What follows belongs to an exercise in optimizing a design on an open flow for small area, a short achievable clock period and few clock cycles per item; a production flow would make more cautious choices. Only simulation tests tie the RTL to the original design; equivalence was not proved.

--- flow/design.v ---
module apt_link (
    input  wire        clk,
    input  wire        rst,           
    input  wire        cmd_valid,
    output wire        cmd_ready,
    input  wire [47:0] cmd_word,
    output reg         rsp_valid,
    output reg  [7:0]  rsp_cmd,
    output reg  [3:0]  rsp_err,
    output reg  [63:0] rsp_data,
    input  wire        rx_valid,
    output wire        rx_ready,
    input  wire [7:0]  rx_data,
    output wire        tx_valid,
    input  wire        tx_ready,
    output wire [7:0]  tx_data
);
    localparam [9:0] RX_DEPTH  = 10'd64;
    localparam [9:0] TXQ_DEPTH = 10'd64;
    localparam [7:0] MAX_PAYLOAD = 8'd32;    
    localparam KA_THRESH = 20;
    localparam N_KA      = 4;
    localparam [15:0] OP_KEEPALIVE      = 16'h0492;
    localparam [15:0] OP_MOVE_COMPLETED = 16'h0464;
    localparam [15:0] OP_MOVE_HOMED     = 16'h0444;
    localparam [7:0] C_NOP = 8'h00, C_RESET = 8'h01, C_OPEN = 8'h02, C_CLOSE = 8'h03,
                     C_KA_SET = 8'h04, C_KA_CLR = 8'h05, C_LOOKUP = 8'h06, C_ENCODE = 8'h07,
                     C_TXB_CLEAR = 8'h08, C_TXB_PUSH = 8'h09, C_WRITE = 8'h0A, C_READ = 8'h0B,
                     C_ABORT = 8'h0C, C_DECODE = 8'h0D, C_RXB_GET = 8'h0E, C_DSTATUS = 8'h0F,
                     C_REG_READ = 8'h10, C_EV_CLEAR = 8'h11, C_WARN_CLEAR = 8'h12;
    localparam [3:0] E_OK = 4'd0, E_UNKNOWN = 4'd1, E_INVOPC = 4'd2, E_MALFORMED = 4'd3,
                     E_INCOMPLETE = 4'd4, E_ABORTED = 4'd5, E_NOT_OPEN = 4'd6, E_POISONED = 4'd7,
                     E_BUSY = 4'd8, E_ILLEGAL = 4'd9, E_TXLEN = 4'd10, E_BAD_SLOT = 4'd11,
                     E_BAD_INDEX = 4'd12, E_TX_OVF = 4'd13, E_FAULTED = 4'd14;
    localparam [3:0] S_IDLE  = 4'd0,   
                     S_EXEC  = 4'd1,   
                     S_RWAIT = 4'd2,   
                     S_HDR   = 4'd3,   
                     S_CLASS = 4'd4,   
                     S_COPY  = 4'd5,   
                     S_FIN   = 4'd6,   
                     S_WHOLD = 4'd7,   
                     S_WCOPY = 4'd8,   
                     S_WFIN  = 4'd9,   
                     S_DSTAT = 4'd10,  
                     S_RESP2 = 4'd11;  
    reg [3:0]  state;
    reg [47:0] cq;                 
    reg        link_open, poisoned, fault, busy;
    reg [7:0]  ka_count;
    reg [7:0]  host_addr;
    reg [N_KA-1:0] ka_valid;
    reg [7:0]  ka_addr [0:N_KA-1];
    reg [15:0] exp_opcode;
    reg [7:0]  exp_src;
    reg        exp_any;
    reg        res_valid, res_has_payload;
    reg [7:0]  res_hdr [0:5];
    reg [7:0]  res_len;
    reg [7:0]  res_pay [0:MAX_PAYLOAD-1];
    reg [7:0]  tx_len;
    reg [7:0]  tx_pay [0:MAX_PAYLOAD-1];
    reg [15:0] warn_count, last_warn_opcode;
    reg [7:0]  last_warn_src;
    reg [3:0]  last_err;
    reg [7:0]  last_err_cmd;
    reg [N_KA-1:0] ev_done, ev_homed;
    reg [7:0]  rxf [0:RX_DEPTH-1];
    reg [8:0]  rx_head, rx_tail, rx_cnt;
    reg [7:0]  txq [0:TXQ_DEPTH-1];
    reg [8:0]  tq_head, tq_tail, tq_cnt;
    reg        dec_mode;           
    reg        hdr_ok;             
    reg [2:0]  hi;                 
    reg [7:0]  hdr [0:5];
    reg [7:0]  cj;                 
    reg [1:0]  wph;                
    reg [1:0]  ws;                 
    reg [2:0]  wb;                 
    reg [7:0]  wi;                 
    reg        w_burst;
    reg [2:0]  w_nka;
    reg [8:0]  w_need;
    reg [1:0]  dk;
    reg [7:0]  dw [0:2];
    reg [7:0]  r2_cmd;
    integer i;
    wire [7:0]  c_cmd  = cq[47:40];
    wire [15:0] c_opc  = cq[39:24];
    wire [7:0]  c_p1   = cq[23:16];
    wire [7:0]  c_p2   = cq[15:8];
    wire [7:0]  c_dst  = cq[7:0];
    wire [7:0]  c_b    = cq[7:0];
    wire [7:0]  c_slot = cq[15:8];
    wire [15:0] c_idx  = cq[15:0];
    wire [7:0]  c_off  = cq[15:8];
    wire [7:0]  c_len  = cq[7:0];
    wire [1:0]  c_sel  = cq[9:8];
    wire [7:0]  c_mask = cq[7:0];
    reg c_legal;
    always @* begin
        case (c_cmd)
            C_NOP, C_RESET, C_CLOSE, C_TXB_CLEAR, C_ABORT, C_DECODE, C_WARN_CLEAR:
                c_legal = (cq[39:0] == 40'd0);                              
            C_ENCODE, C_WRITE:
                c_legal = 1'b1;                                             
            C_READ:
                c_legal = (cq[15:9] == 7'd0) && (cq[7:0] == 8'd0);          
            C_OPEN, C_TXB_PUSH, C_REG_READ:
                c_legal = (cq[39:8] == 32'd0);                              
            C_KA_SET, C_LOOKUP, C_RXB_GET, C_DSTATUS:
                c_legal = (cq[39:16] == 24'd0);                             
            C_KA_CLR:
                c_legal = (cq[39:16] == 24'd0) && (cq[7:0] == 8'd0);        
            C_EV_CLEAR:
                c_legal = (cq[39:10] == 30'd0);                             
            default:
                c_legal = 1'b0;
        endcase
    end
    function [15:0] table_opcode(input [3:0] idx);
        case (idx)
            4'd0:  table_opcode = 16'h0453;   
            4'd1:  table_opcode = 16'h0443;   
            4'd2:  table_opcode = 16'h0464;   
            4'd3:  table_opcode = 16'h0491;   
            4'd4:  table_opcode = 16'h0413;   
            4'd5:  table_opcode = 16'h0490;   
            4'd6:  table_opcode = 16'h0492;   
            4'd7:  table_opcode = 16'h0444;   
            4'd8:  table_opcode = 16'h040A;   
            4'd9:  table_opcode = 16'h040B;   
            4'd10: table_opcode = 16'h0414;   
            4'd11: table_opcode = 16'h0415;   
            4'd12: table_opcode = 16'h0210;   
            4'd13: table_opcode = 16'h0211;   
            4'd14: table_opcode = 16'h0212;   
            default: table_opcode = 16'h0000;
        endcase
    endfunction
    reg opc_valid;
    always @* begin
        opc_valid = 1'b0;
        for (i = 0; i < 15; i = i + 1)
            if (table_opcode(i[3:0]) == c_opc)
                opc_valid = 1'b1;
    end
    reg        reg_ok;
    reg [31:0] reg_val;
    always @* begin
        reg_ok  = 1'b1;
        reg_val = 32'd0;
        case (c_b)
            8'h00: reg_val = {20'd0, last_err, 1'b0, (rx_cnt != 9'd0), (tq_cnt != 9'd0),
                              res_valid, busy, fault, poisoned, link_open};
            8'h01: reg_val = {24'd0, ka_count};
            8'h02: reg_val = {24'd0, host_addr};
            8'h03: reg_val = {23'd0, rx_cnt};
            8'h04: reg_val = {23'd0, tq_cnt};
            8'h05: reg_val = {24'd0, tx_len};
            8'h06: reg_val = {res_hdr[3], res_hdr[2], res_hdr[1], res_hdr[0]};
            8'h07: reg_val = {15'd0, res_has_payload, res_hdr[5], res_hdr[4]};
            8'h08: reg_val = {24'd0, res_len};
            8'h09: reg_val = {7'd0, exp_any, exp_src, exp_opcode};
            8'h0A: reg_val = {16'd0, warn_count};
            8'h0B: reg_val = {8'd0, last_warn_src, last_warn_opcode};
            8'h0C: reg_val = {24'd0, {(8-N_KA){1'b0}}, ev_done};
            8'h0D: reg_val = {24'd0, {(8-N_KA){1'b0}}, ev_homed};
            8'h0E: reg_val = {16'd0, last_err_cmd, 4'd0, last_err};
            8'h0F: reg_val = {16'd15, 4'd0, 4'd4, 8'd20};       
            8'h10: reg_val = {23'd0, ka_valid[0], ka_addr[0]};
            8'h11: reg_val = {23'd0, ka_valid[1], ka_addr[1]};
            8'h12: reg_val = {23'd0, ka_valid[2], ka_addr[2]};
            8'h13: reg_val = {23'd0, ka_valid[3], ka_addr[3]};
            default: reg_ok = 1'b0;
        endcase
    end
    reg  [8:0] rx_off;
    always @* begin
        if (state == S_COPY)
            rx_off = 9'd6 + {1'b0, cj};
        else
            rx_off = {6'd0, hi};
    end
    wire [9:0] rx_sum = {1'b0, rx_head} + {1'b0, rx_off};
    wire [9:0] rx_wrap = rx_sum - RX_DEPTH[9:0];
    wire [8:0] rx_ridx = (rx_sum >= RX_DEPTH[9:0]) ? rx_wrap[8:0] : rx_sum[8:0];
    wire [7:0] rx_rbyte = rxf[rx_ridx];
    wire [7:0] rp_addr = (state == S_DSTAT) ? (c_off + {6'd0, dk}) : c_idx[7:0];
    wire [7:0] rp_byte = res_pay[rp_addr];
    wire [7:0] tp_byte = tx_pay[wi];
    assign tx_valid = (tq_cnt != 9'd0);
    assign tx_data  = txq[tq_head];
    wire   tq_pop   = tx_valid && tx_ready;
    assign rx_ready = link_open && (rx_cnt < RX_DEPTH);
    wire   rx_push  = rx_valid && rx_ready;
    wire [15:0] f_opc  = {hdr[1], hdr[0]};
    wire [7:0]  f_src  = hdr[5];
    wire        f_long = hdr[4][7];
    wire [7:0]  f_plen = f_long ? hdr[2] : 8'd0;
    wire [8:0]  f_len  = 9'd6 + {1'b0, f_plen};
    wire        f_complete = hdr_ok && (rx_cnt >= f_len);
    wire f_match = (f_opc == exp_opcode) && (exp_any || (f_src == exp_src));
    reg [N_KA-1:0] f_slots;
    always @* begin
        for (i = 0; i < N_KA; i = i + 1)
            f_slots[i] = ka_valid[i] && (ka_addr[i] == f_src);
    end
    wire f_unsol = ((f_opc == OP_MOVE_COMPLETED) || (f_opc == OP_MOVE_HOMED)) &&
                   (f_slots != {N_KA{1'b0}}) && (exp_any || (f_src != exp_src));
    wire rd_frame_work = hdr_ok ? f_complete : (rx_cnt >= 9'd6);
    assign cmd_ready = !rst && ((state == S_IDLE) || ((state == S_RWAIT) && !rd_frame_work));
    wire       burst_now = (ka_count > KA_THRESH);
    wire [2:0] nvalid    = {2'd0, ka_valid[0]} + {2'd0, ka_valid[1]} +
                           {2'd0, ka_valid[2]} + {2'd0, ka_valid[3]};
    wire [2:0] nka_now   = burst_now ? nvalid : 3'd0;
    wire [8:0] need_now  = ({6'd0, nka_now} * 9'd6) + 9'd6 + {1'b0, tx_len};
    reg [7:0] w_byte;
    always @* begin
        case (wph)
            2'd0: case (wb)
                      3'd0: w_byte = OP_KEEPALIVE[7:0];
                      3'd1: w_byte = OP_KEEPALIVE[15:8];
                      3'd2: w_byte = 8'h00;
                      3'd3: w_byte = 8'h00;
                      3'd4: w_byte = ka_addr[ws];
                      default: w_byte = host_addr;
                  endcase
            2'd1: case (wb)
                      3'd0: w_byte = c_opc[7:0];
                      3'd1: w_byte = c_opc[15:8];
                      3'd2: w_byte = c_p1;
                      3'd3: w_byte = c_p2;
                      3'd4: w_byte = c_dst;
                      default: w_byte = host_addr;
                  endcase
            default: w_byte = tp_byte;
        endcase
    end
    wire w_push = (state == S_WCOPY) && !((wph == 2'd0) && !ka_valid[ws]) &&
                  !((wph == 2'd2) && (wi == tx_len));
    wire [31:0] sw = {rp_byte, dw[2], dw[1], dw[0]};    
    wire [12:0] sflags = {sw[31], sw[24], sw[14], sw[13], sw[12], sw[10], sw[9],
                          sw[7], sw[6], sw[5], sw[4], sw[1], sw[0]};
    reg        rx_flush, tq_flush;
    reg [8:0]  rx_popn;
    task rec_err(input [3:0] e, input [7:0] c);
        begin
            if (e != E_OK && e != E_FAULTED) begin
                last_err     <= e;
                last_err_cmd <= c;
            end
            case (e)
                E_UNKNOWN, E_INVOPC, E_MALFORMED, E_BUSY, E_ILLEGAL,
                E_TXLEN, E_BAD_SLOT, E_BAD_INDEX, E_TX_OVF: fault <= 1'b1;
                E_INCOMPLETE, E_ABORTED: poisoned <= 1'b1;
                default: ;
            endcase
        end
    endtask
    task respond(input [7:0] c, input [3:0] e, input [63:0] d);
        begin
            rsp_valid <= 1'b1;
            rsp_cmd   <= c;
            rsp_err   <= e;
            rsp_data  <= (e == E_OK) ? d : 64'd0;
        end
    endtask
    task fail(input [3:0] e);
        begin
            rec_err(e, c_cmd);
            respond(c_cmd, e, 64'd0);
        end
    endtask
    task apply_reset;
        begin
            link_open <= 1'b0; poisoned <= 1'b0; fault <= 1'b0; busy <= 1'b0;
            ka_count <= 8'd0; host_addr <= 8'd0;
            ka_valid <= {N_KA{1'b0}};
            for (i = 0; i < N_KA; i = i + 1) ka_addr[i] <= 8'd0;
            exp_opcode <= 16'd0; exp_src <= 8'd0; exp_any <= 1'b0;
            res_valid <= 1'b0; res_has_payload <= 1'b0; res_len <= 8'd0;
            for (i = 0; i < 6; i = i + 1) res_hdr[i] <= 8'd0;
            tx_len <= 8'd0;
            warn_count <= 16'd0; last_warn_opcode <= 16'd0; last_warn_src <= 8'd0;
            last_err <= 4'd0; last_err_cmd <= 8'd0;
            ev_done <= {N_KA{1'b0}}; ev_homed <= {N_KA{1'b0}};
            hdr_ok <= 1'b0;
        end
    endtask
    always @(posedge clk) begin
        rsp_valid <= 1'b0;
        rx_flush  = 1'b0;
        tq_flush  = 1'b0;
        rx_popn   = 9'd0;
        if (rst) begin
            apply_reset;
            state    <= S_IDLE;
            rx_flush = 1'b1;
            tq_flush = 1'b1;
            rsp_cmd  <= 8'd0;
            rsp_err  <= 4'd0;
            rsp_data <= 64'd0;
        end else begin
            case (state)
            S_IDLE: begin
                if (cmd_valid) begin
                    cq    <= cmd_word;
                    state <= S_EXEC;
                end
            end
            S_RWAIT: begin
                if (hdr_ok) begin
                    if (f_complete)
                        state <= S_CLASS;
                    else if (cmd_valid) begin
                        cq    <= cmd_word;
                        state <= S_EXEC;
                    end
                end else if (rx_cnt >= 9'd6) begin
                    hi    <= 3'd0;
                    state <= S_HDR;
                end else if (cmd_valid) begin
                    cq    <= cmd_word;
                    state <= S_EXEC;
                end
            end
            S_EXEC: begin
                state <= busy ? S_RWAIT : S_IDLE;
                if (fault && !(c_legal && (c_cmd == C_RESET || c_cmd == C_REG_READ)))
                    fail(E_FAULTED);
                else if (busy && !(c_legal && (c_cmd == C_RESET || c_cmd == C_REG_READ ||
                                               c_cmd == C_ABORT)))
                    fail(E_BUSY);
                else if (!c_legal)
                    fail(E_ILLEGAL);
                else begin
                    case (c_cmd)
                    C_NOP: respond(c_cmd, E_OK, 64'd0);
                    C_RESET: begin
                        apply_reset;
                        rx_flush = 1'b1;
                        tq_flush = 1'b1;
                        if (busy) begin
                            respond(C_READ, E_ABORTED, 64'd0);
                            r2_cmd <= C_RESET;
                            state  <= S_RESP2;
                        end else begin
                            respond(C_RESET, E_OK, 64'd0);
                            state <= S_IDLE;
                        end
                    end
                    C_OPEN: begin
                        link_open <= 1'b1;
                        poisoned  <= 1'b0;
                        ka_count  <= 8'd0;
                        host_addr <= c_b;
                        rx_flush  = 1'b1;
                        tq_flush  = 1'b1;
                        respond(c_cmd, E_OK, 64'd0);
                    end
                    C_CLOSE: begin
                        link_open <= 1'b0;
                        rx_flush  = 1'b1;
                        tq_flush  = 1'b1;
                        respond(c_cmd, E_OK, 64'd0);
                    end
                    C_KA_SET: begin
                        if (c_slot >= N_KA)
                            fail(E_BAD_SLOT);
                        else if (c_b[7])
                            fail(E_ILLEGAL);
                        else begin
                            ka_addr[c_slot[1:0]]  <= c_b;
                            ka_valid[c_slot[1:0]] <= 1'b1;
                            respond(c_cmd, E_OK, 64'd0);
                        end
                    end
                    C_KA_CLR: begin
                        if (c_slot >= N_KA)
                            fail(E_BAD_SLOT);
                        else begin
                            ka_addr[c_slot[1:0]]  <= 8'd0;
                            ka_valid[c_slot[1:0]] <= 1'b0;
                            respond(c_cmd, E_OK, 64'd0);
                        end
                    end
                    C_LOOKUP: begin
                        if (c_idx >= 16'd15)
                            fail(E_UNKNOWN);
                        else
                            respond(c_cmd, E_OK, {48'd0, table_opcode(c_idx[3:0])});
                    end
                    C_ENCODE: begin
                        if (!opc_valid)
                            fail(E_INVOPC);
                        else
                            respond(c_cmd, E_OK, {16'd0, host_addr, c_dst, c_p2, c_p1,
                                                  c_opc[15:8], c_opc[7:0]});
                    end
                    C_TXB_CLEAR: begin
                        tx_len <= 8'd0;
                        respond(c_cmd, E_OK, 64'd0);
                    end
                    C_TXB_PUSH: begin
                        if (tx_len == MAX_PAYLOAD)
                            fail(E_TX_OVF);
                        else begin
                            tx_pay[tx_len] <= c_b;
                            tx_len <= tx_len + 8'd1;
                            respond(c_cmd, E_OK, 64'd0);
                        end
                    end
                    C_WRITE: begin
                        if (!link_open)
                            fail(E_NOT_OPEN);
                        else if (poisoned)
                            fail(E_POISONED);
                        else if (!opc_valid)
                            fail(E_INVOPC);
                        else if (c_dst[7] ? (tx_len != c_p1) : (tx_len != 8'd0))
                            fail(E_TXLEN);
                        else begin
                            w_burst <= burst_now;
                            w_nka   <= nka_now;
                            w_need  <= need_now;
                            wph     <= burst_now ? 2'd0 : 2'd1;
                            ws      <= 2'd0;
                            wb      <= 3'd0;
                            wi      <= 8'd0;
                            state   <= S_WHOLD;
                        end
                    end
                    C_READ: begin
                        if (!link_open)
                            fail(E_NOT_OPEN);
                        else if (poisoned)
                            fail(E_POISONED);
                        else begin
                            exp_opcode <= c_opc;
                            exp_src    <= cq[23:16];
                            exp_any    <= cq[8];
                            busy       <= 1'b1;
                            dec_mode   <= 1'b0;
                            hdr_ok     <= 1'b0;
                            state      <= S_RWAIT;
                        end
                    end
                    C_ABORT: begin
                        if (busy) begin
                            busy     <= 1'b0;
                            poisoned <= 1'b1;
                            hdr_ok   <= 1'b0;
                            if (rx_cnt != 9'd0) begin
                                rec_err(E_INCOMPLETE, C_READ);
                                respond(C_READ, E_INCOMPLETE, 64'd0);
                            end else begin
                                rec_err(E_ABORTED, C_READ);
                                respond(C_READ, E_ABORTED, 64'd0);
                            end
                            r2_cmd <= C_ABORT;
                            state  <= S_RESP2;
                        end else
                            respond(c_cmd, E_OK, 64'd0);
                    end
                    C_DECODE: begin
                        if (!link_open)
                            fail(E_NOT_OPEN);
                        else if (poisoned)
                            fail(E_POISONED);
                        else if (rx_cnt < 9'd6)
                            fail(E_INCOMPLETE);
                        else begin
                            dec_mode <= 1'b1;
                            hi       <= 3'd0;
                            state    <= S_HDR;
                        end
                    end
                    C_RXB_GET: begin
                        if (!res_valid || (c_idx >= {8'd0, res_len}))
                            fail(E_BAD_INDEX);
                        else
                            respond(c_cmd, E_OK, {56'd0, rp_byte});
                    end
                    C_DSTATUS: begin
                        if (c_len != 8'd4)
                            fail(E_MALFORMED);
                        else if (!res_valid || ({1'b0, c_off} + 9'd4 > {1'b0, res_len}))
                            fail(E_MALFORMED);
                        else begin
                            dk    <= 2'd0;
                            state <= S_DSTAT;
                        end
                    end
                    C_REG_READ: begin
                        if (!reg_ok)
                            fail(E_ILLEGAL);
                        else
                            respond(c_cmd, E_OK, {32'd0, reg_val});
                    end
                    C_EV_CLEAR: begin
                        if (c_sel == 2'd0)
                            fail(E_ILLEGAL);
                        else begin
                            if (c_sel[0]) ev_done  <= ev_done  & ~c_mask[N_KA-1:0];
                            if (c_sel[1]) ev_homed <= ev_homed & ~c_mask[N_KA-1:0];
                            respond(c_cmd, E_OK, 64'd0);
                        end
                    end
                    C_WARN_CLEAR: begin
                        warn_count       <= 16'd0;
                        last_warn_opcode <= 16'd0;
                        last_warn_src    <= 8'd0;
                        respond(c_cmd, E_OK, 64'd0);
                    end
                    default: fail(E_ILLEGAL);
                    endcase
                end
            end
            S_RESP2: begin
                respond(r2_cmd, E_OK, 64'd0);
                state <= S_IDLE;
            end
            S_HDR: begin
                hdr[hi] <= rx_rbyte;
                if (hi == 3'd5) begin
                    hdr_ok <= 1'b1;
                    state  <= dec_mode ? S_CLASS : S_RWAIT;
                end else
                    hi <= hi + 3'd1;
            end
            S_CLASS: begin
                cj <= 8'd0;
                if (dec_mode) begin
                    if (!f_complete) begin
                        hdr_ok <= 1'b0;
                        rec_err(E_INCOMPLETE, C_DECODE);
                        respond(C_DECODE, E_INCOMPLETE, 64'd0);
                        state  <= S_IDLE;
                    end else
                        state <= (f_plen == 8'd0) ? S_FIN : S_COPY;
                end else if (f_match) begin
                    state <= (f_plen == 8'd0) ? S_FIN : S_COPY;
                end else begin
                    if (f_unsol) begin
                        for (i = 0; i < N_KA; i = i + 1) begin
                            if (f_slots[i] && f_opc == OP_MOVE_COMPLETED) ev_done[i]  <= 1'b1;
                            if (f_slots[i] && f_opc == OP_MOVE_HOMED)     ev_homed[i] <= 1'b1;
                        end
                    end else begin
                        if (warn_count != 16'hFFFF)
                            warn_count <= warn_count + 16'd1;
                        last_warn_opcode <= f_opc;
                        last_warn_src    <= f_src;
                    end
                    rx_popn = f_len;
                    hdr_ok  <= 1'b0;
                    state   <= S_RWAIT;
                end
            end
            S_COPY: begin
                res_pay[cj] <= rx_rbyte;
                if (cj == f_plen - 8'd1)
                    state <= S_FIN;
                else
                    cj <= cj + 8'd1;
            end
            S_FIN: begin
                rx_popn = f_len;
                hdr_ok  <= 1'b0;
                for (i = 0; i < 6; i = i + 1) res_hdr[i] <= hdr[i];
                res_has_payload <= f_long;
                res_len         <= f_plen;
                res_valid       <= 1'b1;
                busy            <= 1'b0;
                respond(dec_mode ? C_DECODE : C_READ, E_OK,
                        {7'd0, f_long, f_plen, hdr[5], hdr[4], hdr[3], hdr[2], hdr[1], hdr[0]});
                state <= S_IDLE;
            end
            S_WHOLD: begin
                if ((TXQ_DEPTH - tq_cnt) >= w_need)
                    state <= S_WCOPY;
            end
            S_WCOPY: begin
                case (wph)
                    2'd0: begin
                        if (!ka_valid[ws] || wb == 3'd5) begin
                            wb <= 3'd0;
                            if (ws == 2'd3)
                                wph <= 2'd1;
                            ws <= ws + 2'd1;
                        end else
                            wb <= wb + 3'd1;
                    end
                    2'd1: begin
                        if (wb == 3'd5) begin
                            wb  <= 3'd0;
                            wph <= 2'd2;
                        end else
                            wb <= wb + 3'd1;
                    end
                    default: begin
                        if (wi == tx_len)
                            state <= S_WFIN;
                        else
                            wi <= wi + 8'd1;
                    end
                endcase
            end
            S_WFIN: begin
                ka_count <= w_burst ? 8'd1 : ka_count + 8'd1;
                tx_len   <= 8'd0;
                respond(C_WRITE, E_OK, {32'd0, 7'd0, w_need, 13'd0, w_nka});
                state    <= S_IDLE;
            end
            S_DSTAT: begin
                dw[dk] <= rp_byte;
                dk     <= dk + 2'd1;
                if (dk == 2'd3) begin
                    respond(C_DSTATUS, E_OK, {sw, 19'd0, sflags});
                    state <= S_IDLE;
                end
            end
            default: state <= S_IDLE;
            endcase
        end
        if (rx_flush) begin
            rx_head <= 9'd0;
            rx_tail <= 9'd0;
            rx_cnt  <= 9'd0;
        end else begin
            if (rx_push) begin
                rxf[rx_tail] <= rx_data;
                rx_tail <= (rx_tail == RX_DEPTH - 1) ? 9'd0 : rx_tail + 9'd1;
            end
            if (rx_popn != 9'd0)
                rx_head <= ({1'b0, rx_head} + {1'b0, rx_popn} >= RX_DEPTH) ?
                           (rx_head + rx_popn - RX_DEPTH) : (rx_head + rx_popn);
            rx_cnt <= rx_cnt + {8'd0, rx_push} - rx_popn;
        end
        if (tq_flush) begin
            tq_head <= 9'd0;
            tq_tail <= 9'd0;
            tq_cnt  <= 9'd0;
        end else begin
            if (w_push) begin
                txq[tq_tail] <= w_byte;
                tq_tail <= (tq_tail == TXQ_DEPTH - 1) ? 9'd0 : tq_tail + 9'd1;
            end
            if (tq_pop)
                tq_head <= (tq_head == TXQ_DEPTH - 1) ? 9'd0 : tq_head + 9'd1;
            tq_cnt <= tq_cnt + {8'd0, w_push} - {8'd0, tq_pop};
        end
    end
endmodule
--- flow/run.sh ---
#!/bin/bash
# synth_recipe.tcl (not shown) runs the flow's synth.tcl, then flattens the netlist and writes it again
# the make line also repeats each setting of config.mk as NAME=value (left out here)
make -C /OpenROAD-flow-scripts/flow DESIGN_CONFIG=/design/flow/config.mk WORK_HOME=/design/flow/orfs CLKGATE_MAP_FILE= SYNTH_SCRIPT=/design/flow/synth_recipe.tcl finish
--- flow/config.mk ---
export PLATFORM = sky130hd
export DESIGN_NAME = apt_link
export DESIGN_NICKNAME = apt_link
export VERILOG_FILES = /design/flow/design.v
export SDC_FILE = /design/flow/constraint.sdc
export NUM_CORES = 4
export LEC_CHECK = 0
export CAP_MARGIN = 20
export CORE_MARGIN = 2
export CORE_UTILIZATION = 30
export SLEW_MARGIN = 20
--- flow/constraint.sdc ---
create_clock -name core_clock -period 10.0 [get_ports {clk}]
set_input_delay 2.0000 -clock core_clock [delete_from_list [all_inputs] [get_ports {clk}]]
set_output_delay 2.0000 -clock core_clock [all_outputs]
set_load 0.01 [all_outputs]
==> flow_summary.yaml <==
run_status:
  outcome: "no timing/DRC/antenna violations"
min_path:
  hold_class: "reg -> reg"
  hp-start: "tq_head[1]$_SDFFE_PP0P_"
placed_design:
  gp_congestion: 0.975
  placed_cell_area_sq_um: 95500
  dp_hpwl_mm: 185
  dp_cells: 9760
  io_buffers: 148
global_routing:
  grt_pass1_vias: 53800
  antenna_found_initial: 20
  grt_util_all_layers: 0.180
  grt_first_pass_wirelength_mm: 396
  grt-ovfl-total: 0
  grt_max_degree: 99
detailed_routing:
  route.detailed.wl_per_inst_um: 27.4
  drtIter0Drc: 7199
  wl_mm: 279
  dr_total_vias: 55200
  drc_errors: 0
  ant_nets: 0
  first_pass_iters: 10
  vias_per_cell: 5.42
critical_path:
  rr_startpoint: "state[2]$_SDFFE_PP0P_"
  start_kind: "register"
  worstPathCellList: "nand2_1 -> ha_1 -> nor2b_1 -> nand4_1 -> xnor2_1 -> and2_1 -> inv_1 -> ha_1 -> a21oi_1 -> o31ai_1 -> o21ai_0 -> a31oi_1 -> nor4_2 -> clkdlybuf4s50_1"
  critPathMaxStageDelay_ps: 790
  cpMostUsedCell: "ha_1"
  worst-setup-path-type: "reg -> out"
  required_ps: 8000
  crit_start: "hdr[4][7]$_DFFE_PP_"
  cp_max_fo: 22
  end_kind: "output pin"
  critPathArrivalTime_ps: 5620
  crit_slowest_cell: "nor4_2"
logic_synthesis:
  synth_cell_types: 108
  synthTopCellsByCount: "edfxtp_1, mux4_2, nor2_1"
  synth_nets: 6097
  syn-cell-area_sq_um: 88900
  synth_edf_count: 1728
  yosysMostFrequentCell: "edfxtp_1"
  synth.ff_latch_count: 2058
  synth_warnings: 2
  yosysTopAreaCell: "edfxtp_1"
  synthCells: 5896
  synth_area_leaders: "edfxtp_1, mux4_2, dfxtp_1"
  async_reset_ff_frac: 0
  synth_top_area_share: 0.584
  ys.flop_type: "edfxtp_1"
  yosysSeqAreaShare: 0.658
  postSynthAreaPerCell_sq_um: 15.1
clock_network:
  post_cts_buffers: 0
  clock_sinks: 2058
  cts_tree: "yes"
  clockBufferDepth: 4
  cts_buffers: 217
  cts_root_buffer: "clkbuf_16"
  ctsHoldBuffers: 0
  cts_resized: 0
  clk_latency_ps: 950
  h-tree-depth: 4
  clkTransAtPathRegs_ps: 60
sta:
  tightest_slew_ps: 1220
  skew_ps: 134
  setup_tns_ps: 0
  slew_violations: 0
  max_slew_margin: 0.175
  setup_viol: 0
  max_freq_mhz: 131
  min_period_ps: 7620
  fin_crit_sh: 0.762
  rsz0062_at_grt: "no"
  final_hold_viol_count: 0
final_layout:
  fin_nets: 6265
  fin_cells: 10200
  area_delta_synth_final_pct: 15.6
  layout.area.seq_sq_um: 58500
  fillers: 28000
  drive_above_1_share: 0.186
  fin_area_sq_um: 103000
  multiInputGateArea_sq_um: 28800
job:
  maxCapViolCount: 0
power_and_ir_drop:
  p_total_mw: 18.7
  power_density_nw_per_um2: 182
  leakagePower_nw: 32.3
  irDropWorstVdd_v: 0.000150
die:
  dieHeight_um: 548
  fp.coreArea_sq_um: 294000
  die_x_um: 548
  rows: 199
  start_util: 0.302
  die_area_sq_um: 301000
  ioPinCount: 149
[kinds of logic (layout without fill, tap and decap cells)]
group | Yosys count | count (layout) | share of synthesized area
flip-flops | 2058 | 2058 | 0.658
adder cells (fa/ha/maj) | 140 | 140 | 0.0204
AO/OA/AOI/OAI | 970 | 970 | 0.0730
buffers and inverters | 503 | 850 | 0.0231
XOR/XNOR | 182 | 182 | 0.0179
other | 0 | 9 | 0
multiplexers | 543 | 543 | 0.125
AND/OR/NAND/NOR | 1500 | 1500 | 0.0824
[registers in the layout (all words and copies together), names as in the netlist, 24 cells and up, named ones only]
register and cells:
rxf 512, res_pay 256, hdr 48, dw 24, txq 512, tx_pay 256, cq 48, rsp_data 64
ka_addr 28, res_hdr 47
[placed cells by master, fill, tap and decap left out, drive strengths merged, types with 18 or more instances in the layout]
| cell | instances |
|---|---|
| nand2 | 382 |
| clkdlybuf4s50 | 139 |
| nor4 | 93 |
| inv | 135 |
| and2 | 24 |
| a22oi | 124 |
| nor2b | 37 |
| xnor2 | 104 |
| mux2i | 70 |
| dfxtp | 330 |
| clkbuf | 280 |
| edfxtp | 1728 |
| and3 | 60 |
| a21oi | 310 |
| nand3 | 141 |
| o22ai | 26 |
| mux2 | 22 |
| a222oi | 25 |
| or3 | 33 |
| clkinv | 74 |
| nand2b | 42 |
| nor3 | 105 |
| a21o | 23 |
| mux4 | 451 |
| ha | 132 |
| buf | 193 |
| a221oi | 33 |
| xor2 | 78 |
| a211oi | 43 |
| a31oi | 42 |
| a22o | 19 |
| o211ai | 25 |
| o21ai | 157 |
| bufinv | 18 |
| nand4 | 47 |
| nor2 | 444 |
[through the flow]
step           setup WS (ps)   util  hold WS, ps
2_1_floorplan           4850      -          428
5_1_grt                 2210  0.349          466
6_report                2380  0.349          445
3_5_place_dp            3450  0.325          444
4_1_cts                 2500  0.349          441
3_3_place_gp            3250  0.324          439
[final cells by class]
class	count	share of cell area
Tap cell	3919	0.0477
Clock buffer	280	0.0581
Clock inverter	118	0.0109
Multi-Input combinational cell	3335	0.281
Sequential cell	2058	0.569
Antenna cell	9	0.000219
Timing Repair Buffer	332	0.0285
Inverter	120	0.00438
[power by group]
part / switching, mW / internal [mW] / total [mW]
sequential: 0.111 / 9.30 / 9.41
clock: 3.40 / 4.68 / 8.09
combinational: 0.699 / 0.505 / 1.20
[final timing paths]
check	cells past startpoint	end	slack [ps]
max	14	cmd_ready	2380
max reg2reg	12	res_pay[23][2]$_DFFE_PP_	3370
min	2	register	440
min reg2reg	2	register	440
[worst max-delay path: cells and delay by family, from the launching register on]
| kind | cells | cell delay, ps |
|---|---|---|
| flops | 1 | 750 |
| xor+xnor | 1 | 190 |
| compound gates | 4 | 770 |
| simple gates | 5 | 1600 |
| fa+ha+maj | 2 | 680 |
| buf+inv | 2 | 760 |
[routing by layer]
layer / GRT usage / up-vias / share of wire
met3: 0.0336 / 622 / 0.079
li1: - / 23500 / -
met4: 0.0879 / 6 / 0.054
met1: 0.231 / 28300 / 0.39
met2: 0.293 / 2688 / 0.48
met5: 0 / - / 0.00013
Testbench counts, summed over its fixed seeds: cycles 80,092, items 1,200.

[what the ideal ports hide]
No port has a modelled driver above. Below, the same layout with a new extraction and two added sets of constraints. Step 1 assumes that a clkbuf_16 drives the clock port and a buf_2 every other input. Step 2 also shifts input and output timing later by t, the mid clock arrival at the registers, as if the neighbouring blocks saw the same clock. Slacks: no drivers / after step 1 / after step 2; pairs: no drivers / after step 1.
t, ns: 0.982
slack for setup (ns): 2.375 / 2.276 / 3.257
pins driven straight from the clock port: 1
After both steps setup and hold are still met in this run. For this run, drivers alone change the setup slack by -0.099 ns; drivers and shift together by +0.882 ns.
